This design comes from an exercise in tuning for small area, a short achievable clock period and few clock cycles on the open sky130 flow, not from production work. At most, simulation tests tie the RTL to the original design; equivalence was not proved. For run 2, only the layout was checked, not whether the RTL still works. No activity file was given, so power comes from the tool's default toggle rates.

File: flow/config.mk
export PLATFORM = sky130hd
export DESIGN_NAME = signifl
export DESIGN_NICKNAME = signifl
export VERILOG_FILES = /design/flow/design.v
export SDC_FILE = /design/flow/constraint.sdc
export NUM_CORES = 4
export LEC_CHECK = 0
export CAP_MARGIN = 30
export CELL_PAD_IN_SITES_DETAIL_PLACEMENT = 2
export CELL_PAD_IN_SITES_GLOBAL_PLACEMENT = 2
export CORE_MARGIN = 2
export CORE_UTILIZATION = 25
export CTS_CLUSTER_DIAMETER = 120
export CTS_CLUSTER_SIZE = 20
export PLACE_DENSITY = 0.35
export SLEW_MARGIN = 40
File: flow/constraint.sdc
create_clock -name core_clock -period 25.0 [get_ports {clk}]
set_input_delay 5.0000 -clock core_clock [delete_from_list [all_inputs] [get_ports {clk}]]
set_output_delay 5.0000 -clock core_clock [all_outputs]
set_load 0.01 [all_outputs]
File: flow/design.v
module signifl (
    input             clk,
    input             rst,
    input             start,
    input      [1:0]  op,
    input      [63:0] a,
    input      [63:0] b,
    output            ready,
    output reg        done,
    output reg [2:0]  status,
    output reg [63:0] r0,
    output reg [63:0] r1,
    output reg [63:0] r2
);
    localparam [2:0] S_OK = 3'd0, S_INV_UNC = 3'd1, S_INV_MAG = 3'd2,
                     S_ZERO_NF = 3'd3, S_RANGE = 3'd4, S_UNREP = 3'd5,
                     S_ILLEGAL = 3'd7;
    localparam [3:0] E_IDLE = 4'd0, E_MUL = 4'd1, E_FIN1 = 4'd2,
                     E_X5A = 4'd4, E_X5B = 4'd5, E_X5C = 4'd6,
                     E_DIVA = 4'd7, E_DIVB = 4'd8;
    localparam W  = 126;    
    localparam AW = 186;    
    function [52:0] upfill(input [52:0] v);
        reg [52:0] s;
        begin
            s = v;
            s = s | (s << 1);
            s = s | (s << 2);
            s = s | (s << 4);
            s = s | (s << 8);
            s = s | (s << 16);
            s = s | (s << 32);
            upfill = s;
        end
    endfunction
    function [51:0] downfill(input [51:0] v);
        reg [51:0] s;
        begin
            s = v;
            s = s | (s >> 1);
            s = s | (s >> 2);
            s = s | (s >> 4);
            s = s | (s >> 8);
            s = s | (s >> 16);
            s = s | (s >> 32);
            downfill = s;
        end
    endfunction
    function [5:0] enc53(input [52:0] oh);
        integer i;
        begin
            enc53 = 6'd0;
            for (i = 0; i < 53; i = i + 1)
                enc53 = enc53 | (oh[i] ? i[5:0] : 6'd0);
        end
    endfunction
    function [52:0] dec53(input [5:0] p);
        integer i;
        begin
            for (i = 0; i < 53; i = i + 1)
                dec53[i] = (p == i);
        end
    endfunction
    function [125:0] prom(input [5:0] idx);
        prom =
            ({126{idx == 6'd0}} & 126'h20000000000000000000000000000000) |
            ({126{idx == 6'd1}} & 126'h33333333333333333333333333333334) |
            ({126{idx == 6'd2}} & 126'h28f5c28f5c28f5c28f5c28f5c28f5c29) |
            ({126{idx == 6'd3}} & 126'h20c49ba5e353f7ced916872b020c49bb) |
            ({126{idx == 6'd4}} & 126'h346dc5d63886594af4f0d844d013a92b) |
            ({126{idx == 6'd5}} & 126'h29f16b11c6d1e108c3f3e0370cdc8755) |
            ({126{idx == 6'd6}} & 126'h218def416bdb1a6d698fe69270b06c44) |
            ({126{idx == 6'd7}} & 126'h35afe535795e90af0f4ca41d811a46d4) |
            ({126{idx == 6'd8}} & 126'h2af31dc4611873bf3f70834acdae9f10) |
            ({126{idx == 6'd9}} & 126'h225c17d04dad2965cc5a02a23e254c0d) |
            ({126{idx == 6'd10}} & 126'h36f9bfb3af7b756fad5cd10396a21347) |
            ({126{idx == 6'd11}} & 126'h2bfaffc2f2c92abfbde3da69454e75d3) |
            ({126{idx == 6'd12}} & 126'h3a352944000000000000000000000000) |
            ({126{idx == 6'd13}} & 126'h246139ca800000000000000000000000) |
            ({126{idx == 6'd14}} & 126'h2d79883d200000000000000000000000) |
            ({126{idx == 6'd15}} & 126'h38d7ea4c680000000000000000000000) |
            ({126{idx == 6'd16}} & 126'h2386f26fc10000000000000000000000) |
            ({126{idx == 6'd17}} & 126'h2c68af0bb14000000000000000000000) |
            ({126{idx == 6'd18}} & 126'h3782dace9d9000000000000000000000) |
            ({126{idx == 6'd19}} & 126'h22b1c8c1227a00000000000000000000) |
            ({126{idx == 6'd20}} & 126'h2b5e3af16b1880000000000000000000) |
            ({126{idx == 6'd21}} & 126'h3635c9adc5dea0000000000000000000) |
            ({126{idx == 6'd22}} & 126'h21e19e0c9bab24000000000000000000) |
            ({126{idx == 6'd23}} & 126'h2a5a058fc295ed000000000000000000) |
            ({126{idx == 6'd24}} & 126'h34f086f3b33b68400000000000000000) |
            ({126{idx == 6'd25}} & 126'h21165458500521280000000000000000) |
            ({126{idx == 6'd26}} & 126'h295be96e640669720000000000000000) |
            ({126{idx == 6'd38}} & 126'h295be96e640669720000000000000000) |
            ({126{idx == 6'd39}} & 126'h21165458500521280000000000000000) |
            ({126{idx == 6'd40}} & 126'h34f086f3b33b68400000000000000000) |
            ({126{idx == 6'd41}} & 126'h2a5a058fc295ed000000000000000000) |
            ({126{idx == 6'd42}} & 126'h21e19e0c9bab24000000000000000000) |
            ({126{idx == 6'd43}} & 126'h3635c9adc5dea0000000000000000000) |
            ({126{idx == 6'd44}} & 126'h2b5e3af16b1880000000000000000000) |
            ({126{idx == 6'd45}} & 126'h22b1c8c1227a00000000000000000000) |
            ({126{idx == 6'd46}} & 126'h3782dace9d9000000000000000000000) |
            ({126{idx == 6'd47}} & 126'h2c68af0bb14000000000000000000000) |
            ({126{idx == 6'd48}} & 126'h2386f26fc10000000000000000000000) |
            ({126{idx == 6'd49}} & 126'h38d7ea4c680000000000000000000000) |
            ({126{idx == 6'd50}} & 126'h2d79883d200000000000000000000000) |
            ({126{idx == 6'd51}} & 126'h246139ca800000000000000000000000) |
            ({126{idx == 6'd52}} & 126'h3a352944000000000000000000000000) |
            ({126{idx == 6'd53}} & 126'h2e90edd0000000000000000000000000) |
            ({126{idx == 6'd54}} & 126'h2540be40000000000000000000000000) |
            ({126{idx == 6'd55}} & 126'h3b9aca00000000000000000000000000) |
            ({126{idx == 6'd56}} & 126'h2faf0800000000000000000000000000) |
            ({126{idx == 6'd57}} & 126'h2625a000000000000000000000000000) |
            ({126{idx == 6'd58}} & 126'h3d090000000000000000000000000000) |
            ({126{idx == 6'd59}} & 126'h30d40000000000000000000000000000) |
            ({126{idx == 6'd60}} & 126'h27100000000000000000000000000000) |
            ({126{idx == 6'd61}} & 126'h3e800000000000000000000000000000) |
            ({126{idx == 6'd62}} & 126'h32000000000000000000000000000000) |
            ({126{idx == 6'd63}} & 126'h28000000000000000000000000000000);
    endfunction
    function [7:0] pcon(input [5:0] idx);
        pcon =
            ({8{idx == 6'd0}} & 8'd125) |
            ({8{idx == 6'd1}} & 8'd128) |
            ({8{idx == 6'd2}} & 8'd130) |
            ({8{idx == 6'd3}} & 8'd132) |
            ({8{idx == 6'd4}} & 8'd135) |
            ({8{idx == 6'd5}} & 8'd137) |
            ({8{idx == 6'd6}} & 8'd139) |
            ({8{idx == 6'd7}} & 8'd142) |
            ({8{idx == 6'd8}} & 8'd144) |
            ({8{idx == 6'd9}} & 8'd146) |
            ({8{idx == 6'd10}} & 8'd149) |
            ({8{idx == 6'd11}} & 8'd151) |
            ({8{idx == 6'd12}} & 8'd98) |
            ({8{idx == 6'd13}} & 8'd95) |
            ({8{idx == 6'd14}} & 8'd93) |
            ({8{idx == 6'd15}} & 8'd91) |
            ({8{idx == 6'd16}} & 8'd88) |
            ({8{idx == 6'd17}} & 8'd86) |
            ({8{idx == 6'd18}} & 8'd84) |
            ({8{idx == 6'd19}} & 8'd81) |
            ({8{idx == 6'd20}} & 8'd79) |
            ({8{idx == 6'd21}} & 8'd77) |
            ({8{idx == 6'd22}} & 8'd74) |
            ({8{idx == 6'd23}} & 8'd72) |
            ({8{idx == 6'd24}} & 8'd70) |
            ({8{idx == 6'd25}} & 8'd67) |
            ({8{idx == 6'd26}} & 8'd65) |
            ({8{idx == 6'd38}} & 8'd65) |
            ({8{idx == 6'd39}} & 8'd67) |
            ({8{idx == 6'd40}} & 8'd70) |
            ({8{idx == 6'd41}} & 8'd72) |
            ({8{idx == 6'd42}} & 8'd74) |
            ({8{idx == 6'd43}} & 8'd77) |
            ({8{idx == 6'd44}} & 8'd79) |
            ({8{idx == 6'd45}} & 8'd81) |
            ({8{idx == 6'd46}} & 8'd84) |
            ({8{idx == 6'd47}} & 8'd86) |
            ({8{idx == 6'd48}} & 8'd88) |
            ({8{idx == 6'd49}} & 8'd91) |
            ({8{idx == 6'd50}} & 8'd93) |
            ({8{idx == 6'd51}} & 8'd95) |
            ({8{idx == 6'd52}} & 8'd98) |
            ({8{idx == 6'd53}} & 8'd100) |
            ({8{idx == 6'd54}} & 8'd102) |
            ({8{idx == 6'd55}} & 8'd105) |
            ({8{idx == 6'd56}} & 8'd107) |
            ({8{idx == 6'd57}} & 8'd109) |
            ({8{idx == 6'd58}} & 8'd112) |
            ({8{idx == 6'd59}} & 8'd114) |
            ({8{idx == 6'd60}} & 8'd116) |
            ({8{idx == 6'd61}} & 8'd119) |
            ({8{idx == 6'd62}} & 8'd121) |
            ({8{idx == 6'd63}} & 8'd123);
    endfunction
    reg         rdy;
    reg         v_q;
    reg  [1:0]  op_q;
    reg  [63:0] a_q, b_q;
    assign ready = rdy;
    always @(posedge clk) begin
        op_q <= op;
        a_q  <= a;
        b_q  <= b;
        if (rst) v_q <= 1'b0;
        else     v_q <= start & rdy;
    end
    wire        sa = a_q[63];
    wire [10:0] ea = a_q[62:52];
    wire [51:0] fa = a_q[51:0];
    wire        sb = b_q[63];
    wire [10:0] eb = b_q[62:52];
    wire [51:0] fb = b_q[51:0];
    wire a_den  = (ea == 11'd0);
    wire b_den  = (eb == 11'd0);
    wire a_zero = a_den && (fa == 52'd0);
    wire a_fin  = (ea != 11'h7FF);
    wire b_zero = b_den && (fb == 52'd0);
    wire b_fin  = (eb != 11'h7FF);
    wire [52:0] ma   = {!a_den, fa};                                    
    wire [10:0] ea1  = a_den ? 11'd1 : ea;                              
    wire [51:0] fa_dn = downfill(fa);
    wire [51:0] fb_dn = downfill(fb);
    wire [51:0] fb_oh = fb_dn & ~(fb_dn >> 1);
    wire [5:0]  fa_hi = enc53({1'b0, fa_dn & ~(fa_dn >> 1)});
    wire [5:0]  fb_hi = enc53({1'b0, fb_oh});
    wire signed [12:0] la_b = a_den ? $signed({7'd0, fa_hi}) - 13'sd51 : $signed({2'b0, ea});
    wire signed [12:0] lb_b = b_den ? $signed({7'd0, fb_hi}) - 13'sd51 : $signed({2'b0, eb});
    wire               a_maxf = (a_q[62:0] == 63'h7FEFFFFFFFFFFFFF);
    wire signed [12:0] d_enc  = la_b - lb_b;                           
    wire               eps_le971 = (lb_b <= 13'sd1994);                
    wire               eps_min   = b_den && (fb_hi == 6'd0);           
    wire [2:0]  enc_pre = (!b_fin || b_zero || sb) ? S_INV_UNC :
                          !a_fin ? S_INV_MAG :
                          (a_maxf && eps_le971) ? S_RANGE :
                          eps_min ? S_UNREP : S_OK;
    wire [52:0] m_up   = upfill(ma);                                    
    wire [52:0] step53 = m_up & ~(m_up << 1);                           
    wire [5:0]  t_a    = enc53(step53);
    wire        m_one  = ((ma & ~step53) == 53'd0);                     
    wire        dec_ovf = (ea == 11'd2046) && ((ma | ~m_up) == {53{1'b1}});
    wire [2:0]  dec_st = (!a_fin || a_zero) ? S_ZERO_NF : (dec_ovf ? S_RANGE : S_OK);
    wire [27:0] ge_p   = {17'd0, ea1} * 28'd78913;
    reg  [21:0] gt_p;
    integer gi;
    always @* begin
        gt_p = 22'd0;
        for (gi = 0; gi < 53; gi = gi + 1)
            gt_p = gt_p | (step53[gi] ? gi * 78913 : 22'd0);
    end
    wire [27:0] ge_c   = ge_p - 28'd84831475;
    wire [2:0]  drnd_pre = (!a_fin || a_zero) ? S_ZERO_NF :
                           (a_q[62:0] == 63'h7FE0000000000000) ? S_RANGE : S_OK;
    wire        b_np   = !sb && !b_den && (fb == 52'd0);                
    wire        b_sp   = !sb && b_den && (fb != 52'd0) && (fb == fb_oh);  
    reg         v1;
    reg  [1:0]  op1;
    reg  [63:0] a1;
    reg  [2:0]  enc_pre1, dec_st1, drnd_pre1;
    reg  [12:0] la1, lb1;
    reg  [5:0]  lb6, fb_hi1, t_a1;
    reg  [10:0] eb1;
    reg         b_den1, m_one1, b_np1, b_sp1, a_zero1;
    reg  [27:0] ge1;
    reg  [21:0] gt1;
    always @(posedge clk) begin
        if (rst) v1 <= 1'b0;
        else     v1 <= v_q;
        op1       <= op_q;
        a1        <= a_q;
        enc_pre1  <= enc_pre;
        la1       <= la_b;
        lb1       <= lb_b;
        lb6       <= lb_b[5:0];
        a_zero1   <= a_zero;
        eb1       <= eb;
        fb_hi1    <= fb_hi;
        b_den1    <= b_den;
        t_a1      <= t_a;
        m_one1    <= m_one;
        dec_st1   <= dec_st;
        ge1       <= ge_c;
        gt1       <= gt_p;
        drnd_pre1 <= drnd_pre;
        b_np1     <= b_np;
        b_sp1     <= b_sp;
    end
    wire        sa1  = a1[63];
    wire [10:0] ea1r = a1[62:52];
    wire [52:0] ma1  = {ea1r != 11'd0, a1[51:0]};
    wire [10:0] ea11 = (ea1r == 11'd0) ? 11'd1 : ea1r;
    wire [11:0] sd1  = {1'b0, ea11} + {6'd0, t_a1};                     
    wire [27:0] g_sum = ge1 + {6'd0, gt1};
    wire [12:0] d_enc1  = la1 - lb1;
    wire [2:0]  enc_st1 = (enc_pre1 != S_OK) ? enc_pre1 :
                          (!a_zero1 && !d_enc1[12] && (d_enc1[11:0] >= 12'd52)) ? S_UNREP : S_OK;
    wire [1:0]  enc_md1 = a_zero1 ? 2'd0 : (d_enc1[12] ? 2'd1 : 2'd2);
    wire [5:0]  enc_p1  = lb6 - ea11[5:0] + 6'd51;                      
    wire [12:0] bx       = {2'd0, eb1} + 13'd51 - {2'd0, ea11};
    wire [12:0] by       = {7'd0, fb_hi1} - {2'd0, ea11};
    wire        sd_nrm_f = ({1'b0, ea11} >= 12'd52) || ({1'b0, ea11[5:0]} + {1'b0, t_a1} >= 7'd52);
    wire        b_ok     = sd_nrm_f ? (b_np1 && (bx == {7'd0, t_a1})) : (b_sp1 && (by == {7'd0, t_a1}));
    wire [2:0]  drnd_st  = (drnd_pre1 != S_OK) ? drnd_pre1 : (b_ok ? S_OK : S_INV_UNC);
    wire        drnd_go  = v1 && (op1 == 2'b10) && (drnd_pre1 == S_OK) && b_ok;
    reg         vx, v2;
    reg  [1:0]  opx, op2;
    reg  [63:0] ax, a2;
    reg  [2:0]  enc_stx, dec_stx, drnd_stx, enc_st2, dec_st2, drnd_st2;
    reg  [1:0]  enc_mdx, enc_md2;
    reg  [5:0]  enc_px, fb_hix, t_ax, enc_p2, fb_hi2, t_a2;
    reg  [10:0] ebx, eb2;
    reg         b_denx, m_onex, b_den2, m_one2;
    reg  [11:0] sdx2, sd2;
    always @(posedge clk) begin
        if (rst) begin
            vx <= 1'b0;
            v2 <= 1'b0;
        end else begin
            vx <= v1 && !drnd_go;
            v2 <= vx;
        end
        opx      <= op1;
        ax       <= a1;
        enc_stx  <= enc_st1;
        enc_mdx  <= enc_md1;
        enc_px   <= enc_p1;
        ebx      <= eb1;
        fb_hix   <= fb_hi1;
        b_denx   <= b_den1;
        t_ax     <= t_a1;
        m_onex   <= m_one1;
        dec_stx  <= dec_st1;
        sdx2     <= sd1;
        drnd_stx <= drnd_st;
        op2      <= opx;
        a2       <= ax;
        enc_st2  <= enc_stx;
        enc_md2  <= enc_mdx;
        enc_p2   <= enc_px;
        eb2      <= ebx;
        fb_hi2   <= fb_hix;
        b_den2   <= b_denx;
        t_a2     <= t_ax;
        m_one2   <= m_onex;
        dec_st2  <= dec_stx;
        sd2      <= sdx2;
        drnd_st2 <= drnd_stx;
    end
    wire        sa2  = a2[63];
    wire [52:0] ma2  = {a2[62:52] != 11'd0, a2[51:0]};
    wire [10:0] eb2_m1   = eb2 - 11'd1;
    wire [63:0] enc_half = b_den2 ? {11'd0, dec53(fb_hi2)} >> 1 :
                           (eb2 == 11'd1) ? {12'd0, 1'b1, 51'd0} : {1'b0, eb2_m1, 52'd0};
    wire [52:0] p_oh     = dec53(enc_p2);
    wire [52:0] p_up     = upfill(p_oh);                                
    wire [52:0] enc_frac = (ma2 & p_up & ~p_oh) | p_oh;
    wire [63:0] enc_y    = (enc_st2 != S_OK) ? 64'd0 :
                           (enc_md2 == 2'd0) ? enc_half :
                           (enc_md2 == 2'd1) ? {sa2, enc_half[62:0]} : {sa2, a2[62:52], enc_frac[51:0]};
    wire [62:0] step     = {10'd0, dec53(t_a2)};
    reg  [62:0] lowm;
    integer li;
    always @* begin
        for (li = 0; li < 63; li = li + 1)
            lowm[li] = (li < t_a2);
    end
    wire [63:0] outer    = {sa2, (a2[62:0] | lowm) + 63'd1};
    wire [63:0] inner    = m_one2 ? 64'd0 : {sa2, a2[62:0] ^ step};
    wire [10:0] sd_e     = sd2[10:0] - 11'd51;
    wire        sd_nrm   = (sd2 >= 12'd52);
    wire [63:0] dec_delta = sd_nrm ? {1'b0, sd_e, 52'd0} : {11'd0, dec53(sd2[5:0])};
    wire signed [11:0] g_a = {{2{g_sum[27]}}, g_sum[27:18]};
    wire [11:0] sdx    = {1'b0, ea11} + {6'd0, t_a1};
    wire        jneg   = (sdx < 12'd1075);
    wire        g_hi   = (sdx >= 12'd1165);
    wire        g_lo   = (sdx <= 12'd988);
    wire        big_k  = g_hi || g_lo;
    wire        divm   = (sdx >= 12'd1115);
    wire [5:0]  pidx   = g_hi ? 6'd26 : (g_lo ? 6'd38 : g_a[5:0]);
    wire [8:0]  kk26   = jneg ? ~g_a[8:0] - 9'd25 : g_a[8:0] - 9'd26;  
    wire [11:0] c2_mul = g_a - sd1 + 12'd1074;
    wire [11:0] c2_div = sd1 - g_a - {6'd0, t_a1} - 12'd1021;
    reg  [3:0]    est;
    reg  [W-1:0]  P;
    reg  [AW-1:0] S, C;      
    reg  [57:0]   M;         
    reg  [7:0]    D;         
    reg           ci;        
    reg  [8:0]    cnt;       
    reg  [9:0]    cnt2;      
    reg  [2:0]    eo;        
    reg           neg;
    reg           dmode;
    reg  [11:0]   gq;
    reg           first;     
    reg  [7:0]    pcq;
    function [2*AW-1:0] csa(input [AW-1:0] x, input [AW-1:0] y, input [AW-1:0] z);
        begin
            csa[AW-1:0]    = x ^ y ^ z;
            csa[2*AW-1:AW] = ((x & y) | (x & z) | (y & z)) << 1;
        end
    endfunction
    wire [AW-1:0] pp0 = {{(AW-W){1'b0}}, P & {W{D[0]}}};
    wire [AW-1:0] pp1 = {{(AW-W){1'b0}}, P & {W{D[1]}}} << 1;
    wire [AW-1:0] pp2 = {{(AW-W){1'b0}}, P & {W{D[2]}}} << 2;
    wire [AW-1:0] pp3 = {{(AW-W){1'b0}}, P & {W{D[3]}}} << 3;
    wire [AW-1:0] pp4 = {{(AW-W){1'b0}}, P & {W{D[4]}}} << 4;
    wire [AW-1:0] pp5 = {{(AW-W){1'b0}}, P & {W{D[5]}}} << 5;
    wire [AW-1:0] pp6 = {{(AW-W){1'b0}}, P & {W{D[6]}}} << 6;
    wire [AW-1:0] pp7 = {{(AW-W){1'b0}}, P & {W{D[7]}}} << 7;
    wire [AW-1:0] sx  = {S[AW-9:0], 8'd0};
    wire [AW-1:0] cx  = {C[AW-9:0], 8'd0};
    wire [2*AW-1:0] l1a = csa(sx, cx, pp0);
    wire [2*AW-1:0] l1b = csa(pp1, pp2, pp3);
    wire [2*AW-1:0] l1c = csa(pp4, pp5, pp6);
    wire [2*AW-1:0] l2a = csa(l1a[AW-1:0], l1a[2*AW-1:AW], l1b[AW-1:0]);
    wire [2*AW-1:0] l2b = csa(l1b[2*AW-1:AW], l1c[AW-1:0], l1c[2*AW-1:AW]);
    wire [2*AW-1:0] l3a = csa(l2a[AW-1:0], l2a[2*AW-1:AW], l2b[AW-1:0]);
    wire [2*AW-1:0] l3b = csa(l2b[2*AW-1:AW], pp7, l3a[AW-1:0]);
    wire [2*AW-1:0] l4  = csa(l3b[AW-1:0], l3b[2*AW-1:AW], l3a[2*AW-1:AW]);
    wire [AW-1:0]   ms  = l4[AW-1:0];
    wire [AW-1:0]   mc  = l4[2*AW-1:AW];
    wire [AW-1:0] cpa     = S + C + {{(AW-1){1'b0}}, ci};
    wire          inv     = ~S[127];                                   
    wire [AW-1:0] pmv     = {{(AW-128){1'b0}}, inv, inv, P ^ {W{inv}}};
    reg           f2;
    reg  [64:0]   Z;
    reg  [3:0]    sel2;
    reg           neg2;
    reg  [11:0]   gq2;
    wire [68:0]   win    = {4'd0, Z} >> sel2;
    wire [57:0]   qv     = win[57:0];
    wire [56:0]   hx     = qv[57:1] ^ {57{neg2}};
    wire          hc     = qv[0] ^ neg2;
    reg  [56:0]   hp;        
    integer hi;
    always @* begin
        hp = hx;
        for (hi = 1; hi < 57; hi = hi * 2)
            hp = hp & ((hp << hi) | ((57'd1 << hi) - 57'd1));
    end
    wire [56:0]   hs     = hx ^ ({hp[55:0], 1'b1} & {57{hc}});
    wire [63:0]   n_out  = {{7{neg2}}, hs};
    reg  [3:0]    est_n;
    wire          setup  = (est == E_IDLE) || (est == E_FIN1);
    wire [57:0]   m_n    = setup ? {ma1[44:0], 13'd0} : {M[49:0], 8'd0};
    always @* begin
        est_n = est;
        case (est)
            E_IDLE, E_FIN1: est_n = drnd_go ? (big_k ? E_X5A : (divm ? E_DIVA : E_MUL)) : E_IDLE;
            E_MUL:  if (M == 58'd0) est_n = E_FIN1;
            E_X5A:  est_n = E_X5B;
            E_X5B:  est_n = E_X5C;
            E_X5C:  est_n = (cnt != 9'd1) ? E_X5A : (dmode ? E_DIVA : E_MUL);
            E_DIVA: est_n = E_DIVB;
            E_DIVB: est_n = (cnt2 == 10'd1) ? E_FIN1 : E_DIVA;
            default: est_n = E_IDLE;
        endcase
    end
    always @(posedge clk) begin
        if (rst) begin
            est <= E_IDLE;
            rdy <= 1'b1;
        end else begin
            est <= est_n;
            if ((start && rdy && op == 2'b10) || (v_q && op_q == 2'b10)) rdy <= 1'b0;
            else rdy <= (est_n == E_IDLE) || (est_n == E_FIN1) ||
                        ((est_n == E_MUL) && (m_n[49:0] == 50'd0));
        end
        case (est)
            E_MUL, E_X5A: begin
                S <= ms;
                C <= mc;
            end
            E_X5B, E_DIVB: begin
                S <= cpa;
                C <= {AW{1'b0}};
            end
            E_DIVA: begin
                S <= {S[AW-2:0], M[57]};
                C <= pmv;
            end
            default: begin
                S <= {AW{1'b0}};
                C <= {AW{1'b0}};
            end
        endcase
        case (est)
            E_IDLE, E_FIN1: begin
                neg   <= sa1;
                gq    <= g_a;
                dmode <= divm;
                eo    <= t_a1[2:0] + 3'd3;
                P     <= prom(pidx);
                cnt   <= kk26;
                cnt2  <= divm ? c2_div[9:0] : c2_mul[9:0];
                pcq   <= pcon(pidx);
                if (big_k || divm) begin
                    D <= 8'd5;
                    M <= {ma1, 5'd0};
                end else begin
                    D <= ma1[52:45];
                    M <= {ma1[44:0], 13'd0};
                end
            end
            E_MUL: begin
                D <= M[57:50];
                M <= {M[49:0], 8'd0};
            end
            E_X5C: begin
                P    <= S[W+2] ? S[W+2:3] : S[W+1:2];
                cnt2 <= cnt2 - (S[W+2] ? 10'd3 : 10'd2);
                cnt  <= cnt - 9'd1;
                if (cnt == 9'd1 && !dmode) begin
                    D <= M[57:50];
                    M <= {M[49:0], 8'd0};
                end
            end
            E_DIVA: ;
            E_DIVB: begin
                M    <= {M[56:0], ~cpa[127]};
                cnt2 <= cnt2 - 10'd1;
            end
            default: ;
        endcase
        if (first) cnt2 <= cnt2 + {2'd0, pcq};
        first <= setup && drnd_go;
        if (rst) f2 <= 1'b0;
        else     f2 <= (est == E_FIN1);
        Z    <= dmode ? {7'd0, M} : cpa[AW-1:121];
        sel2 <= dmode ? 4'd0 : cnt2[3:0] + 4'd7 + {1'b0, eo};
        neg2 <= neg;
        gq2  <= gq;
        ci    <= (est == E_DIVA) & inv;
    end
    reg [2:0]  b_status;
    reg [63:0] b_r0, b_r1, b_r2;
    always @* begin
        b_r0 = 64'd0;
        b_r1 = 64'd0;
        b_r2 = 64'd0;
        case (op2)
            2'b00: begin
                b_status = enc_st2;
                b_r0     = enc_y;
            end
            2'b01: begin
                b_status = dec_st2;
                if (dec_st2 == S_OK) begin
                    b_r0 = dec_delta;
                    b_r1 = sa2 ? outer : inner;
                    b_r2 = sa2 ? inner : outer;
                end
            end
            2'b10:   b_status = drnd_st2;
            default: b_status = S_ILLEGAL;
        endcase
    end
    wire fin = f2;
    always @(posedge clk) begin
        if (rst) done <= 1'b0;
        else     done <= fin || v2;
        status <= fin ? S_OK : b_status;
        r0     <= fin ? n_out : b_r0;
        r1     <= fin ? {{52{gq2[11]}}, gq2} : b_r1;
        r2     <= fin ? 64'd0 : b_r2;
    end
endmodule
File: flow/run.sh
#!/bin/bash
# synth_recipe.tcl (not shown) runs the flow's synth.tcl, then flattens the netlist and writes it again
# the make line also repeats each setting of config.mk as NAME=value (left out here)
make -C /OpenROAD-flow-scripts/flow DESIGN_CONFIG=/design/flow/config.mk WORK_HOME=/design/flow/orfs CLKGATE_MAP_FILE= SYNTH_SCRIPT=/design/flow/synth_recipe.tcl finish
==> results of run 1 <==
## critical path, cell delays in order (launching register included)
cell	delay [ns]
dfxtp_1	0.34
inv_1	0.16
nand2_1	0.11
nor4_1	0.53
and3_1	0.32
or2_2	0.15
ha_1	0.20
inv_1	0.07
fa_1	0.43
nor2b_1	0.22
o31ai_1	0.15
a211oi_1	0.47
xnor2_1	0.23
o311ai_0	0.29
a22oi_1	0.27
buf_4	0.28
nand2b_1	0.51
nor2_1	0.23
nand2_1	0.38
nand2_1	0.30
nor2_1	0.50
nand3b_1	0.33
nor4_1	0.76
a21oi_1	0.07
## cells by family (layout without fill, tap and decap cells)
family / count (synthesis) / after routing / share of synthesized area
other cells: 0 / 17 / 0
buf+inv: 2457 / 2424 / 0.0806
simple gates: 3985 / 3985 / 0.168
xor+xnor: 623 / 623 / 0.0474
fa+ha+maj: 1697 / 1697 / 0.256
compound gates: 2545 / 2545 / 0.142
mux: 336 / 336 / 0.0385
flops: 1426 / 1426 / 0.269
## sequential cells by signal, summed over array words and instances, names as in the netlist, 65 cells and up
register / count
C: 186
S: 186
P: 126
Z: 65
## cell type report
| class | count | area (µm²) |
|---|---|---|
| diodes | 17 | 42.5 |
| multi-input cells | 9186 | 75400 |
| clock inverters | 50 | 628 |
| inverters | 1693 | 6350 |
| repair buffers | 560 | 5620 |
| fillers | 51418 | 329000 |
| clock buffers | 121 | 2770 |
| flip-flops and latches | 1426 | 30900 |
| well taps | 6149 | 7690 |
## per-stage QoR
step | cells | power (mW) | util | hold slack (ns)
detailed placement | 19007 | 6.04 | 0.274 | 0.313
global route | 19187 | 8.34 | 0.282 | 0.310
floorplan | 13069 | 4.52 | - | 0.310
finish | 19202 | 7.85 | 0.282 | 0.303
global placement | 18981 | 5.95 | 0.272 | 0.310
CTS | 19178 | 7.99 | 0.282 | 0.284
## routing by layer
layer	vias up	wire (µm)	track usage
li1	43543	-	-
met1	52166	305000	0.382
met2	1818	272000	0.408
met3	379	20400	0.0201
met4	8	10700	0.0424
met5	-	44	0
## path summary, 6_finish.rpt
path,end,startpoint,slack [ns],cells after the start
setup reg to reg,P[114],a1[60],17.26,23
setup / recovery,P[114],a1[60],17.26,23
hold / removal,a2[0],ax[0],0.30,0
hold reg to reg,a2[0],ax[0],0.30,0
## where the power goes
group	total (mW)	switching, mW	internal [mW]
registers	2.86	0.340	2.52
logic	3.09	1.97	1.12
clock network	1.90	1.05	0.845
## cells in the final DEF, fill, tap and decap left out, types with 76 or more instances in the layout
cell type / instances
edfxtp_1: 234
nand2b_1: 84
xnor2_1: 292
o22ai_1: 208
o21ai_0: 601
buf_4: 180
nor2_1: 751
nor3_1: 260
ha_1: 598
xor2_1: 324
and3_1: 99
a21oi_1: 627
clkbuf_16: 108
fa_1: 1092
nor4_1: 112
and2_1: 588
mux2i_1: 216
o221ai_1: 142
mux4_2: 76
clkdlybuf4s50_1: 329
nand4_1: 154
a31oi_1: 107
dfxtp_1: 1178
nand3_1: 156
a22oi_1: 152
a21o_1: 122
nand2_1: 1395
inv_1: 1686
==> impl_summary.txt, run 1 <==
----------------------------------------------------
[Min path]
  Hold Crit Class ... reg -> reg

[Drt]
  Drc violations ... 0
  Routed wire length ... 608000 µm
  Average wire per cell in the routed design ... 31.7 µm
  Antenna-violating nets left ... 0
  Iteration-0 DRC count of the detailed router ... roughly 6800
  DRT Pass-1 Iters ... 6
  Via Count ... 97914
  Via count normalized by instance count ... 5.10

[GRT]
  Pin count of the biggest net entering global routing ... 146
  Global-route usage over all layers ... 0.257
  First-pass GRT wire length ... 860000 µm
  Via count of the first global-routing pass ... 107639
  Initial antenna violation count ... 70
  Gr ovfl total ... 0

[CTS]
  # Post-CTS Setup Buffers ... 0
  Clock latency reported for the late side of the worst-skew pair ... 0.98 ns
  Hold bufs inserted after CTS ... 0
  Clock Root Buffer ... clkbuf_16
  CTS resizes ... 0
  Clock transition time at the flip-flop clock pins of the worst setup and hold paths ... 0.09 ns
  CTS Buf Count ... 107
  CTS tree ... done
  Buffer depth of the longest clock path ... 4
  Number of levels in the clock H-tree ... 3
  Number of clock sinks ... 1426

[Setup path]
  Data required time at the worst endpoint ... 25.59 ns
  Data arrival time at the worst-slack endpoint ... 8.33 ns
  Peak fanout along the critical path ... 16
  Element type at the critical path end ... flip-flop
  Category of the worst setup path launch point ... flip-flop
  Kind of critical path ... reg -> reg

[Placement]
  Routability congestion estimate ... 0.886
  Port-buffer cells ... 329
  Post-detailed-placement cell area ... 126000 µm²
  Setup WS pre-CTS ... 17.49 ns
  Hpwl dp ... between 400000 and 500000 µm

[Timing]
  Worst Clk Skew ... between 0.1 and 0.15 ns
  Shortest period the worst path allows ... 7.74 ns
  Fin. max-slew vios ... 0
  Share of the clock period used by the worst path ... 0.310
  Final hold violations ... 0
  Summed negative setup slack over all endpoints ... 0 ns
  Setup-violating endpoint count in the final report ... 0
  Worst setup margin ... ~17 ns
  Transition time at the pin with the least slew margin ... a little under 1 ns
  RSZ-0062 raised after global routing ... no
  Fmax ... 129 MHz
  Worst slew slack as a fraction of its limit ... 0.344

[Floorplanning]
  Overall die area ... 466000 µm²
  Horizontal extent of the die ... 682 µm
  Effective utilization at floorplan ... 0.251
  Top-level port count ... 330
  Die Y ... 682 µm
  Core Rows ... 249
  Core ar. ... 459000 µm²

[Logic synthesis]
  Cells after synthesis ... 13069
  Top FF cell, synth ... dfxtp_1
  Cell area after synthesis ... 115000 µm²
  Part of the Yosys area used for sequential elements ... 0.269
  Average instance area after synthesis ... about 9 µm²
  Top-area cell type share of the netlist area ... 0.207
  Commonest cells post-synth ... 1689 x inv_1, 1400 x nand2_1, 1192 x dfxtp_1, 1092 x fa_1, 764 x nor2_1
  Most area-consuming cells after synthesis ... dfxtp_1 21%, fa_1 19%, ha_1 6.5%, edfxtp_1 6.1%, inv_1 5.5%
  Syn nets ... about 15000
  Number of warning messages in the yosys log ... 1
  Count of flip-flops with a built-in enable after synthesis ... 234
  Share of flip-flops with an asynchronous set or reset after synthesis ... 0
  Most frequently used cell type in the post-synthesis netlist ... inv_1
  Cell accounting for the most synthesized area ... dfxtp_1
  Netlist cell types ... 100
  Synthesized flop and latch total ... about 1400

[Status]
  Run status ... no timing/DRC/antenna violations

[Layout]
  Finished Cell Area ... 129000 µm²
  P&R area growth vs syn ... 12.5%
  Post-layout nets ... between 10000 and 15000
  Share of cells above drive strength 1 ... 0.0541

[Power and ir drop]
  Power density over the cells ... slightly above 60 nW/µm²
  Peak ir drop on the vdd network ... 0.0607 mV
  Static leakage power ... 53.8 nW

[Flow run]
  Number of maximum-capacitance constraint violations ... 0

----------------------------------------------------
Testbench counts, summed over its fixed seeds: cycles 6,885.
==> inputs of run 2 (changes only) <==
--- a/flow/design.v
+++ b/flow/design.v
@@ -173,11 +173,12 @@
             ({8{idx == 6'd62}} & 8'd121) |
             ({8{idx == 6'd63}} & 8'd123);
     endfunction
-    reg         rdy;
+    reg         rdy;         
+    reg         rdy_o;       
     reg         v_q;
     reg  [1:0]  op_q;
     reg  [63:0] a_q, b_q;
-    assign ready = rdy;
+    assign ready = rdy_o;
     always @(posedge clk) begin
         op_q <= op;
         a_q  <= a;
@@ -437,15 +438,21 @@
             default: est_n = E_IDLE;
         endcase
     end
+    wire rdy_n = !((start && rdy && op == 2'b10) || (v_q && op_q == 2'b10)) &&
+                 ((est_n == E_IDLE) || (est_n == E_FIN1) ||
+                  ((est_n == E_MUL) && (m_n[49:0] == 50'd0)));
+    wire rdy_no = !((start && rdy_o && op == 2'b10) || (v_q && op_q == 2'b10)) &&
+                  ((est_n == E_IDLE) || (est_n == E_FIN1) ||
+                   ((est_n == E_MUL) && (m_n[49:0] == 50'd0)));
     always @(posedge clk) begin
         if (rst) begin
-            est <= E_IDLE;
-            rdy <= 1'b1;
+            est   <= E_IDLE;
+            rdy   <= 1'b1;
+            rdy_o <= 1'b1;
         end else begin
-            est <= est_n;
-            if ((start && rdy && op == 2'b10) || (v_q && op_q == 2'b10)) rdy <= 1'b0;
-            else rdy <= (est_n == E_IDLE) || (est_n == E_FIN1) ||
-                        ((est_n == E_MUL) && (m_n[49:0] == 50'd0));
+            est   <= est_n;
+            rdy   <= rdy_n;
+            rdy_o <= rdy_no;
         end
         case (est)
             E_MUL, E_X5A: begin
==> flow/flow/run.sh (new file) <==
#!/bin/bash
# Layout: the standard flow (standard.sh) with its settings from
# config.mk, except that the port buffers are plain buf_2 cells (ORFS's
# buffer_ports otherwise picks the clkdlybuf4s50 delay cell).
# standard.sh's output goes to standard.log; ORFS keeps each step's log
# under its own logs folder.
set -e
printf '\nexport BUFFER_PORTS_ARGS = -buffer_cell sky130_fd_sc_hd__buf_2\n' >> config.mk
bash standard.sh > standard.log 2>&1
==> flow/standard.sh (new file) <==
#!/bin/bash
# synth_recipe.tcl (not shown) runs the flow's synth.tcl, then flattens the netlist and writes it again
# the make line also repeats each setting of config.mk as NAME=value (left out here)
make -C /OpenROAD-flow-scripts/flow DESIGN_CONFIG=/design/flow/config.mk WORK_HOME=/design/flow/orfs CLKGATE_MAP_FILE= SYNTH_SCRIPT=/design/flow/synth_recipe.tcl "${@:-finish}"
--- a/flow/config.mk
+++ b/flow/config.mk
@@ -14,3 +14,5 @@
 export CTS_CLUSTER_SIZE = 20
 export PLACE_DENSITY = 0.35
 export SLEW_MARGIN = 40
+
+export BUFFER_PORTS_ARGS = -buffer_cell sky130_fd_sc_hd__buf_2
removed: flow/run.sh
==> impl_summary.txt, run 2 <==
----------------------------------------------------
[Status]
  Run status ... no timing/DRC/antenna violations

[Drt]
  Routed wire length ... 615000 µm (+1.1%)
  Antenna-violating nets left ... 0 (unchanged)
  DRT Pass-1 Iters ... 6 (unchanged)
  Drc violations ... 0 (unchanged)
  Via count normalized by instance count ... 5.10 (about the same)
  Via Count ... 98161 (+0.25%)
  Average wire per cell in the routed design ... 31.9 µm (+0.90%)
  Iteration-0 DRC count of the detailed router ... 5287 (-22%)

[Layout]
  Top library cells by usage in the layout, fill and taps aside ... 1626 x inv_1, 1403 x nand2_1, 1178 x dfxtp_1
  Post-layout utilization of the core ... 0.278 (-0.00448)
  Post-layout nets ... 14834 (+0.25%)
  Finished Cell Area ... 128000 µm² (-1.4%)
  P&R area growth vs syn ... 10.5%
  Share of cells above drive strength 1 ... 0.0771 (+0.0230)
  Biggest registers after layout ... C: 186 flops, S: 186 flops, P: 126 flops
  Most common cell after layout, fill and taps aside ... inv_1

[Setup path]
  Data required time at the worst endpoint ... 25.63 ns (+0.04 ns)
  Kind of critical path ... reg -> reg
  Cell with the most instances on the worst path ... a21oi_1
  Element type at the critical path end ... flip-flop
  WP buf/inv ... 2 (-1)
  Top cell family by delay on the critical path ... simple AND/OR/NAND/NOR gates
  Category of the worst setup path launch point ... flip-flop
  Data arrival time at the worst-slack endpoint ... 8.55 ns (+0.22 ns)
  Cells along the critical path ... inv_1 -> nand2_1 -> nor4_1 -> nand3_1 -> nand2b_1 -> ha_1 -> inv_1 -> fa_1 -> nor2b_1 -> o21ai_0 -> a21oi_1 -> xnor2_1 -> o31ai_1 -> a21oi_1 -> a21oi_1 -> nand2b_1 -> o22ai_2 -> nor2_1 -> nand2_1 -> nor3_1 -> a21oi_1
  CP max-delay cell ... nor2_1
  Slowest cell delay on critical path ... 0.76 ns (about the same)
  Peak fanout along the critical path ... 9 (-7)

[Logic synthesis]
  Cells after synthesis ... 13140 (+0.54%)
  Share of the synthesized area in compound gates (AO/OA/AOI/OAI) ... 0.143 (+0.00150)
  Top-area cell type share of the netlist area ... 0.207 (-0.000674)
  Number of warning messages in the yosys log ... 1 (unchanged)
  Share of flip-flops with an asynchronous set or reset after synthesis ... 0 (unchanged)
  Cell accounting for the most synthesized area ... dfxtp_1
  Most area-consuming cells after synthesis ... dfxtp_1 21%, fa_1 19%, ha_1 6.5%, edfxtp_1 6.1%, inv_1 5.3%
  Share of synthesized cell area in and, or, nand and nor gates ... 0.172 (+0.00465)
  Most frequently used cell type in the post-synthesis netlist ... inv_1
  Top FF cell, synth ... dfxtp_1
  Average instance area after synthesis ... 8.79 µm² (-0.13%)
  Adder-cell share of the synthesized area ... 0.254 (-0.00122)
  Largest family of logic cells by synthesized area ... adder cells
  Part of the Yosys area used for sequential elements ... 0.268 (-0.000923)
  Count of flip-flops with a built-in enable after synthesis ... 234 (unchanged)
  Cell area after synthesis ... 115000 µm² (+0.41%)
  Syn nets ... 14963 (+0.48%)
  Commonest cells post-synth ... 1629 x inv_1, 1408 x nand2_1, 1193 x dfxtp_1, 1092 x fa_1, 737 x nor2_1
  Synthesized flop and latch total ... 1427 (+0.070%)
  Mux share of post-synthesis cell area ... 0.0367 (-0.00178)
  Netlist cell types ... 98 (-2.0%)
  Area share of xor/xnor cells in the synthesized design ... 0.0473 (-0.000118)

[Floorplanning]
  Overall die area ... 467000 µm² (+0.41%)
  Horizontal extent of the die ... 684 µm (+0.20%)
  Die Y ... 684 µm (+0.20%)
  Effective utilization at floorplan ... 0.251 (+0.000516)
  Top-level port count ... 330 (unchanged)
  Core ar. ... 460000 µm² (+0.20%)
  Core Rows ... 249 (unchanged)

[Placement]
  Hpwl dp ... 501000 µm (+1.2%)
  Routability congestion estimate ... 0.874 (-1.4%)
  Post-detailed-placement cell area ... 124000 µm² (-1.4%)
  Port-buffer cells ... 329 (unchanged)

[Power and ir drop]
  Power density over the cells ... 61.1 nW/µm² (+0.68%)
  Static leakage power ... 54.0 nW (+0.35%)
  Peak ir drop on the vdd network ... 0.0613 mV (+0.98%)

[Timing]
  Fmax ... 126 MHz (-2.2%)
  Share of the clock period used by the worst path ... 0.317 (+0.00710)
  Worst Clk Skew ... 0.136 ns (+0.0182 ns)
  RSZ-0062 raised after global routing ... no
  Setup-violating endpoint count in the final report ... 0 (unchanged)
  Transition time at the pin with the least slew margin ... 0.948 ns (-0.0320 ns)
  Summed negative setup slack over all endpoints ... 0 ns (unchanged)
  Final hold violations ... 0 (unchanged)
  Shortest period the worst path allows ... 7.92 ns (+0.177 ns)
  Worst slew slack as a fraction of its limit ... 0.363 (+0.0189)
  Fin. max-slew vios ... 0 (unchanged)
  Worst Hold Slack ... 0.245 ns (-0.0576 ns)

[CTS]
  Buffer depth of the longest clock path ... 4 (unchanged)
  CTS resizes ... 0 (unchanged)
  CTS Buf Count ... 106 (-0.93%)
  Hold bufs inserted after CTS ... 0 (unchanged)
  Number of levels in the clock H-tree ... 3 (unchanged)
  Clock transition time at the flip-flop clock pins of the worst setup and hold paths ... 0.10 ns (about the same)
  CTS tree ... done
  Number of clock sinks ... 1427 (+0.070%)
  Clock latency reported for the late side of the worst-skew pair ... 0.99 ns (about the same)
  # Post-CTS Setup Buffers ... 0 (unchanged)
  Clock Root Buffer ... clkbuf_16

[GRT]
  Via count of the first global-routing pass ... 109579 (+1.8%)
  Pin count of the biggest net entering global routing ... 112 (-23%)
  Gr ovfl total ... 0 (unchanged)
  Initial antenna violation count ... 61 (-13%)
  First-pass GRT wire length ... 871000 µm (+1.2%)
  Global-route usage over all layers ... 0.257 (+0.000645)

[Flow run]
  Number of maximum-capacitance constraint violations ... 0 (unchanged)

[Min path]
  Hold Crit Class ... reg -> reg

----------------------------------------------------
-- run 2: area by class of cell --
type	count	area, µm²
Inverter	1635	6140
Timing Repair Buffer	536	3460
Tap cell	6149	7690
Clock inverter	50	587
Fill cell	51932	332000
Multi-Input combinational cell	9305	76000
Sequential cell	1427	30900
Clock buffer	122	2760
Antenna cell	23	57.6
-- run 2: worst paths after layout --
path / from / to / slack, ns / depth (start not counted)
max: a1[60] / P[82] / 17.08 / 21
min: ebx[9] / eb2[9] / 0.25 / 0
max reg2reg: a1[60] / P[82] / 17.08 / 21
min reg2reg: ebx[9] / eb2[9] / 0.25 / 0
-- run 2: stage by stage --
stage | setup slack, ns | cells | power [mW]
after detailed placement | 17.16 | 19050 | 6.03
after floorplan | 19.26 | 13140 | 4.62
final | 17.08 | 19247 | 7.79
after global routing | 16.52 | 19228 | 8.32
after CTS | 17.09 | 19222 | 7.97
after global placement | 16.92 | 19037 | 5.95
-- run 2: report_power, final --
part           leakage, nW  switching [mW]  internal [mW]
Clock                 1.63            1.05          0.843
Combinational         39.9            1.84           1.10
Sequential            12.5           0.417           2.54
-- run 2: worst register-to-register path, stage by stage, from the launching register on --
cell and delay, ns:
dfxtp_1 0.43, inv_1 0.16, nand2_1 0.12, nor4_1 0.60, nand3_1 0.38, nand2b_1 0.26
ha_1 0.22, inv_1 0.07, fa_1 0.42, nor2b_1 0.25, o21ai_0 0.22, a21oi_1 0.32
xnor2_1 0.21, o31ai_1 0.50, a21oi_1 0.35, a21oi_1 0.72, nand2b_1 0.49, o22ai_2 0.32
nor2_1 0.76, nand2_1 0.35, nor3_1 0.43, a21oi_1 0.08
-- run 2: cell families after synthesis --
| family | Yosys count |
|---|---|
| XOR/XNOR | 624 |
| AND/OR/NAND/NOR | 4085 |
| AO/OA/AOI/OAI | 2576 |
| flip-flops | 1427 |
| adder cells (fa/ha/maj) | 1695 |
| buffers and inverters | 2408 |
| multiplexers | 325 |
-- run 2: layer usage --
metal / track usage / routed length, µm / vias to the layer above
met4: 0.0448 / 11100 / 0
met5: 0 / 0 / -
li1: - / - / 43877
met3: 0.0211 / 18400 / 376
met2: 0.443 / 296000 / 1660
met1: 0.354 / 289000 / 52248
==> inputs of run 3 (changes only) <==
--- a/flow/design.v
+++ b/flow/design.v
@@ -17,7 +17,7 @@
                      S_ILLEGAL = 3'd7;
     localparam [3:0] E_IDLE = 4'd0, E_MUL = 4'd1, E_FIN1 = 4'd2,
                      E_X5A = 4'd4, E_X5B = 4'd5, E_X5C = 4'd6,
-                     E_DIVA = 4'd7, E_DIVB = 4'd8;
+                     E_DIVA = 4'd7, E_DIVB = 4'd8, E_WAIT = 4'd9;
     localparam W  = 126;    
     localparam AW = 186;    
     function [52:0] upfill(input [52:0] v);
@@ -176,15 +176,18 @@
     reg         rdy;         
     reg         rdy_o;       
     reg         v_q;
+    wire        stall_a;     
     reg  [1:0]  op_q;
     reg  [63:0] a_q, b_q;
     assign ready = rdy_o;
     always @(posedge clk) begin
-        op_q <= op;
-        a_q  <= a;
-        b_q  <= b;
-        if (rst) v_q <= 1'b0;
-        else     v_q <= start & rdy;
+        if (!stall_a) begin
+            op_q <= op;
+            a_q  <= a;
+            b_q  <= b;
+        end
+        if (rst)           v_q <= 1'b0;
+        else if (!stall_a) v_q <= start & rdy;
     end
     wire        sa = a_q[63];
     wire [10:0] ea = a_q[62:52];
@@ -246,7 +249,7 @@
     reg  [21:0] gt1;
     always @(posedge clk) begin
         if (rst) v1 <= 1'b0;
-        else     v1 <= v_q;
+        else     v1 <= v_q && !stall_a;
         op1       <= op_q;
         a1        <= a_q;
         enc_pre1  <= enc_pre;
@@ -283,50 +286,44 @@
     wire        b_ok     = sd_nrm_f ? (b_np1 && (bx == {7'd0, t_a1})) : (b_sp1 && (by == {7'd0, t_a1}));
     wire [2:0]  drnd_st  = (drnd_pre1 != S_OK) ? drnd_pre1 : (b_ok ? S_OK : S_INV_UNC);
     wire        drnd_go  = v1 && (op1 == 2'b10) && (drnd_pre1 == S_OK) && b_ok;
-    reg         vx, v2;
-    reg  [1:0]  opx, op2;
-    reg  [63:0] ax, a2;
-    reg  [2:0]  enc_stx, dec_stx, drnd_stx, enc_st2, dec_st2, drnd_st2;
-    reg  [1:0]  enc_mdx, enc_md2;
-    reg  [5:0]  enc_px, fb_hix, t_ax, enc_p2, fb_hi2, t_a2;
-    reg  [10:0] ebx, eb2;
-    reg         b_denx, m_onex, b_den2, m_one2;
-    reg  [11:0] sdx2, sd2;
+    wire [2:0]  st_b2 = (op1 == 2'b00) ? enc_st1 : (op1 == 2'b01) ? dec_st1 :
+                        (op1 == 2'b10) ? drnd_st : S_ILLEGAL;
+    wire [25:0] u_b2  = (op1 == 2'b00) ? {enc_md1, enc_p1, b_den1, fb_hi1, eb1} :
+                                         {7'd0, m_one1, t_a1, sd1};
+    localparam DL = 4;
+    reg  [DL-1:0] vd;
+    reg  [1:0]    opd [0:DL-1];
+    reg  [63:0]   ad  [0:DL-1];
+    reg  [2:0]    std [0:DL-1];
+    reg  [25:0]   ud  [0:DL-1];
+    integer di;
     always @(posedge clk) begin
-        if (rst) begin
-            vx <= 1'b0;
-            v2 <= 1'b0;
-        end else begin
-            vx <= v1 && !drnd_go;
-            v2 <= vx;
+        if (rst) vd <= {DL{1'b0}};
+        else     vd <= {vd[DL-2:0], v1 && !drnd_go};
+        opd[0] <= op1;
+        ad[0]  <= a1;
+        std[0] <= st_b2;
+        ud[0]  <= u_b2;
+        for (di = 1; di < DL; di = di + 1) begin
+            opd[di] <= opd[di-1];
+            ad[di]  <= ad[di-1];
+            std[di] <= std[di-1];
+            ud[di]  <= ud[di-1];
         end
-        opx      <= op1;
-        ax       <= a1;
-        enc_stx  <= enc_st1;
-        enc_mdx  <= enc_md1;
-        enc_px   <= enc_p1;
-        ebx      <= eb1;
-        fb_hix   <= fb_hi1;
-        b_denx   <= b_den1;
-        t_ax     <= t_a1;
-        m_onex   <= m_one1;
-        dec_stx  <= dec_st1;
-        sdx2     <= sd1;
-        drnd_stx <= drnd_st;
-        op2      <= opx;
-        a2       <= ax;
-        enc_st2  <= enc_stx;
-        enc_md2  <= enc_mdx;
-        enc_p2   <= enc_px;
-        eb2      <= ebx;
-        fb_hi2   <= fb_hix;
-        b_den2   <= b_denx;
-        t_a2     <= t_ax;
-        m_one2   <= m_onex;
-        dec_st2  <= dec_stx;
-        sd2      <= sdx2;
-        drnd_st2 <= drnd_stx;
     end
+    wire        v2   = vd[DL-1];
+    wire [1:0]  op2  = opd[DL-1];
+    wire [63:0] a2   = ad[DL-1];
+    wire [2:0]  st2  = std[DL-1];
+    wire [25:0] u2   = ud[DL-1];
+    wire [1:0]  enc_md2 = u2[25:24];
+    wire [5:0]  enc_p2  = u2[23:18];
+    wire        b_den2  = u2[17];
+    wire [5:0]  fb_hi2  = u2[16:11];
+    wire [10:0] eb2     = u2[10:0];
+    wire        m_one2  = u2[18];
+    wire [5:0]  t_a2    = u2[17:12];
+    wire [11:0] sd2     = u2[11:0];
     wire        sa2  = a2[63];
     wire [52:0] ma2  = {a2[62:52] != 11'd0, a2[51:0]};
     wire [10:0] eb2_m1   = eb2 - 11'd1;
@@ -335,7 +332,7 @@
     wire [52:0] p_oh     = dec53(enc_p2);
     wire [52:0] p_up     = upfill(p_oh);                                
     wire [52:0] enc_frac = (ma2 & p_up & ~p_oh) | p_oh;
-    wire [63:0] enc_y    = (enc_st2 != S_OK) ? 64'd0 :
+    wire [63:0] enc_y    = (st2 != S_OK) ? 64'd0 :
                            (enc_md2 == 2'd0) ? enc_half :
                            (enc_md2 == 2'd1) ? {sa2, enc_half[62:0]} : {sa2, a2[62:52], enc_frac[51:0]};
     wire [62:0] step     = {10'd0, dec53(t_a2)};
@@ -374,6 +371,7 @@
     reg           dmode;
     reg  [11:0]   gq;
     reg           first;     
+    reg           short;     
     reg  [7:0]    pcq;
     function [2*AW-1:0] csa(input [AW-1:0] x, input [AW-1:0] y, input [AW-1:0] z);
         begin
@@ -429,7 +427,8 @@
         est_n = est;
         case (est)
             E_IDLE, E_FIN1: est_n = drnd_go ? (big_k ? E_X5A : (divm ? E_DIVA : E_MUL)) : E_IDLE;
-            E_MUL:  if (M == 58'd0) est_n = E_FIN1;
+            E_MUL:  if (M == 58'd0) est_n = short ? E_WAIT : E_FIN1;
+            E_WAIT: est_n = E_FIN1;
             E_X5A:  est_n = E_X5B;
             E_X5B:  est_n = E_X5C;
             E_X5C:  est_n = (cnt != 9'd1) ? E_X5A : (dmode ? E_DIVA : E_MUL);
@@ -438,12 +437,15 @@
             default: est_n = E_IDLE;
         endcase
     end
+    wire eng_free = (est_n == E_IDLE) || (est_n == E_FIN1);
+    wire eng_free_a = (est == E_IDLE) || (est == E_FIN1) || (est == E_WAIT) ||
+                      ((est == E_MUL) && (M == 58'd0) && !short) ||
+                      ((est == E_DIVB) && (cnt2 == 10'd1));
+    assign stall_a = v_q && (op_q == 2'b10) && !eng_free_a;
     wire rdy_n = !((start && rdy && op == 2'b10) || (v_q && op_q == 2'b10)) &&
-                 ((est_n == E_IDLE) || (est_n == E_FIN1) ||
-                  ((est_n == E_MUL) && (m_n[49:0] == 50'd0)));
+                 (eng_free || ((est_n == E_MUL) && (m_n[33:0] == 34'd0)));
     wire rdy_no = !((start && rdy_o && op == 2'b10) || (v_q && op_q == 2'b10)) &&
-                  ((est_n == E_IDLE) || (est_n == E_FIN1) ||
-                   ((est_n == E_MUL) && (m_n[49:0] == 50'd0)));
+                  (eng_free || ((est_n == E_MUL) && (m_n[33:0] == 34'd0)));
     always @(posedge clk) begin
         if (rst) begin
             est   <= E_IDLE;
@@ -459,6 +461,7 @@
                 S <= ms;
                 C <= mc;
             end
+            E_WAIT: ;
             E_X5B, E_DIVB: begin
                 S <= cpa;
                 C <= {AW{1'b0}};
@@ -482,6 +485,7 @@
                 cnt   <= kk26;
                 cnt2  <= divm ? c2_div[9:0] : c2_mul[9:0];
                 pcq   <= pcon(pidx);
+                short <= !big_k && !divm && (ma1[44:0] == 45'd0);
                 if (big_k || divm) begin
                     D <= 8'd5;
                     M <= {ma1, 5'd0};
@@ -526,21 +530,17 @@
         b_r0 = 64'd0;
         b_r1 = 64'd0;
         b_r2 = 64'd0;
+        b_status = st2;
         case (op2)
-            2'b00: begin
-                b_status = enc_st2;
-                b_r0     = enc_y;
-            end
+            2'b00: b_r0 = enc_y;
             2'b01: begin
-                b_status = dec_st2;
-                if (dec_st2 == S_OK) begin
+                if (st2 == S_OK) begin
                     b_r0 = dec_delta;
                     b_r1 = sa2 ? outer : inner;
                     b_r2 = sa2 ? inner : outer;
                 end
             end
-            2'b10:   b_status = drnd_st2;
-            default: b_status = S_ILLEGAL;
+            default: ;
         endcase
     end
     wire fin = f2;
==> impl_summary.txt, run 3 <==
----------------------------------------------------
[Placement]
  Routability congestion estimate ... 0.887 (+1.5%)
  Hpwl dp ... 530000 µm (+5.7%)
  Port-buffer cells ... 329 (unchanged)
  Placed Cells incl. Taps ... 19489 (+2.3%)

[Layout]
  Biggest registers after layout ... ad: 256 flops, C: 186 flops, S: 186 flops
  Post-layout nets ... 14938 (+0.70%)
  Filler instances ... 55025 (+6.0%)
  Largest register by flop count ... ad
  Max FFs per register ... around 260
  Share of cells above drive strength 1 ... 0.0822 (+0.00513)
  Top library cells by usage in the layout, fill and taps aside ... 1529 x nand2_1, 1327 x inv_1, 1092 x fa_1
  Non-filler instance count after layout ... 19717 (+2.4%)
  P&R area growth vs syn ... 10.8%
  Most common cell after layout, fill and taps aside ... nand2_1

[Logic synthesis]
  Top-area cell type share of the netlist area ... 0.179 (-0.0279)
  Cell area after synthesis ... 124000 µm² (+7.1%)
  Top FF cell, synth ... dfxtp_1
  Part of the Yosys area used for sequential elements ... 0.314 (+0.0464)
  Count of flip-flops with a built-in enable after synthesis ... 737 (+210%)
  Most frequently used cell type in the post-synthesis netlist ... nand2_1
  Average instance area after synthesis ... 9.34 µm² (+6.3%)
  Number of warning messages in the yosys log ... 5 (+4)
  Cells after synthesis ... 13246 (+0.81%)
  Synthesized flop and latch total ... 1572 (+10%)
  Most area-consuming cells after synthesis ... edfxtp_1 18%, fa_1 18%, dfxtp_1 14%, ha_1 6.0%, nand2_1 4.7%
  Commonest cells post-synth ... 1535 x nand2_1, 1331 x inv_1, 1092 x fa_1, 835 x dfxtp_1, 779 x nor2_1
  Syn nets ... 15068 (+0.70%)
  Share of flip-flops with an asynchronous set or reset after synthesis ... 0 (unchanged)
  Cell accounting for the most synthesized area ... edfxtp_1
  Netlist cell types ... 95 (-3.1%)

[GRT]
  Via count of the first global-routing pass ... 112770 (+2.9%)
  Global-route usage over all layers ... 0.256 (-0.000727)
  First-pass GRT wire length ... 922000 µm (+5.9%)
  Initial antenna violation count ... 53 (-13%)
  Gr ovfl total ... 0 (unchanged)
  Pin count of the biggest net entering global routing ... 127 (+13%)

[Drt]
  Via count normalized by instance count ... 5.17 (+1.3%)
  Antenna-violating nets left ... 0 (unchanged)
  DRT Pass-1 Iters ... 6 (unchanged)
  Average wire per cell in the routed design ... 33.2 µm (+4.0%)
  Iteration-0 DRC count of the detailed router ... 6312 (+19%)
  Routed wire length ... 655000 µm (+6.5%)
  Via Count ... 101903 (+3.8%)
  Drc violations ... 0 (unchanged)

[CTS]
  CTS Buf Count ... 119 (+12%)
  CTS resizes ... 0 (unchanged)
  Number of clock sinks ... 1572 (+10%)
  Clock transition time at the flip-flop clock pins of the worst setup and hold paths ... 0.09 ns (about the same)
  CTS tree ... done
  Hold bufs inserted after CTS ... 0 (unchanged)
  Clock latency reported for the late side of the worst-skew pair ... 1.01 ns (+0.02 ns)
  Buffer depth of the longest clock path ... 4 (unchanged)
  Clock Root Buffer ... clkbuf_16
  Number of levels in the clock H-tree ... 3 (unchanged)
  # Post-CTS Setup Buffers ... 0 (unchanged)

[Setup path]
  WP buf/inv ... 3 (+1)
  Peak fanout along the critical path ... 17 (+8)
  Kind of critical path ... reg -> reg
  Category of the worst setup path launch point ... flip-flop
  CP max-delay cell ... or3_2
  Data arrival time at the worst-slack endpoint ... 8.10 ns (-0.45 ns)
  Top cell family by delay on the critical path ... simple AND/OR/NAND/NOR gates
  Slowest cell delay on critical path ... 0.84 ns (+0.08 ns)
  Element type at the critical path end ... flip-flop
  Worst-case reg-to-reg path depth ... 20 (-4.8%)
  Crit path depth ... 20 (-4.8%)
  Cells along the critical path ... inv_1 -> and4_1 -> and3_1 -> or2_2 -> ha_1 -> inv_1 -> fa_1 -> nor2b_1 -> o311ai_1 -> a21oi_1 -> xnor2_1 -> a311oi_1 -> or3_2 -> nor3_2 -> buf_4 -> nor2_1 -> a21oi_1 -> o211ai_1 -> nor4_1 -> a41oi_1
  Data required time at the worst endpoint ... 25.62 ns (about the same)

[Timing]
  RSZ-0062 raised after global routing ... no
  Worst Clk Skew ... 0.129 ns (-0.00658 ns)
  Fin. max-slew vios ... 0 (unchanged)
  Shortest period the worst path allows ... 7.48 ns (-0.444 ns)
  Worst slew slack as a fraction of its limit ... 0.326 (-0.0374)
  Summed negative setup slack over all endpoints ... 0 ns (unchanged)
  Share of the clock period used by the worst path ... 0.299 (-0.0178)
  Fmax ... 134 MHz (+5.9%)
  Final hold violations ... 0 (unchanged)
  Setup-violating endpoint count in the final report ... 0 (unchanged)
  Transition time at the pin with the least slew margin ... 1.01 ns (+0.0609 ns)

[Status]
  Run status ... no timing/DRC/antenna violations

[Min path]
  Number of cells traversed by the worst hold path ... 0 (unchanged)
  Hold Crit Class ... reg -> reg

[Power and ir drop]
  Peak ir drop on the vdd network ... 0.0752 mV (+23%)
  Power density over the cells ... 65.2 nW/µm² (+6.7%)
  Static leakage power ... 56.1 nW (+3.8%)

[Floorplanning]
  Horizontal extent of the die ... 707 µm (+3.5%)
  Core ar. ... 493000 µm² (+7.3%)
  Top-level port count ... 330 (unchanged)
  Die Y ... 707 µm (+3.5%)
  Overall die area ... 500000 µm² (+7.1%)
  Effective utilization at floorplan ... 0.251 (-0.000361)
  Core Rows ... 258 (+3.6%)

[Flow run]
  Number of maximum-capacitance constraint violations ... 0 (unchanged)

----------------------------------------------------
run 3: cell count changes after synthesis, sizes merged, moves of 41 or more:
cell / delta
nor2: +41
nand2: +126
a221o: +48
nand3: +41
a21oi: +52
a22oi: -56
inv: -300
dfxtp: -358
edfxtp: +503
run 3: worst paths after layout:
check / endpoint / startpoint / slack (ns)
setup / recovery: P[117] / a1[62] / 17.52
hold / removal: ud[1][12] / ud[0][12] / 0.25
setup reg to reg: P[117] / a1[62] / 17.52
hold reg to reg: ud[1][12] / ud[0][12] / 0.25
run 3: where the power goes:
part / total [mW] / switching, mW / leakage, nW / internal (mW)
combinational: 3.42 / 2.13 / 38.6 / 1.29
sequential: 3.38 / 0.470 / 15.5 / 2.91
clock: 2.13 / 1.17 / 1.91 / 0.958
run 3: logic make-up after synthesis:
| logic type | share of synthesized area |
|---|---|
| DFF | 0.314 |
| xor gates and xnor gates | 0.0429 |
| buffers and inverters | 0.0650 |
| and+or+nand+nor | 0.167 |
| AOI/OAI and AO/OA | 0.139 |
| adders and majority gates | 0.237 |
| muxes | 0.0350 |
run 3: metrics by stage:
| step | total power [mW] | util | hold WS (ns) | setup slack [ns] | instance area [µm²] |
|---|---|---|---|---|---|
| 3_5_place_dp | 6.93 | 0.269 | 0.313 | 17.51 | 133000 |
| 3_3_place_gp | 6.85 | 0.268 | 0.311 | 17.53 | 132000 |
| 4_1_cts | 9.11 | 0.277 | 0.248 | 17.46 | 137000 |
| 5_1_grt | 9.52 | 0.278 | 0.249 | 17.00 | 137000 |
| 6_report | 8.93 | 0.278 | 0.246 | 17.52 | 137000 |
| 2_1_floorplan | 5.30 | - | 0.310 | 9.56 | 124000 |
run 3: metal layers:
metal | track usage | share of wire | vias to the layer above
li1 | - | - | 45251
met1 | 0.359 | 0.47 | 54600
met2 | 0.440 | 0.48 | 1663
met3 | 0.0138 | 0.025 | 385
met4 | 0.0461 | 0.019 | 4
met5 | 0 | 0.000032 | -
run 3: final cells by class:
type,instances,area (µm²),area share
diodes,21,52.6,0.000384
clock buffers,144,3180,0.0232
clock inverters,57,724,0.00529
inverters,1336,5010,0.0366
multi-input cells,9538,77400,0.565
flip-flops and latches,1572,38900,0.284
well taps,6500,8130,0.0594
repair buffers,549,3600,0.0263
Testbench counts of run 3, summed over its fixed seeds: cycles 6,266.

-- static timing again, ports no longer ideal --
In the flow no input, the clock included, has a driving cell. The finished layouts below were timed again as built, in two steps. Step 1 sets driving cells, clkbuf_16 on the clock port and buf_2 on the other inputs (assumed; they add their load-dependent delay and slew). Step 2, shift: input delay + t, output delay - t, t = (earliest + latest rising clock arrival at the registers) / 2. This alone moves slack from input paths to output paths. Three values: no drivers, after step 1, after step 2; two values: the first two.
run	t (ns)	setup WS [ns]	latest minus earliest clock arrival (ns)
run 1	1.032	17.258 / 17.258 / 17.258	0.127 / 0.126
run 2	1.030	17.080 / 17.080 / 17.080	0.140 / 0.139
run 3	1.060	17.525 / 17.525 / 17.525	0.129 / 0.129
After both steps setup and hold are still met in every run listed.
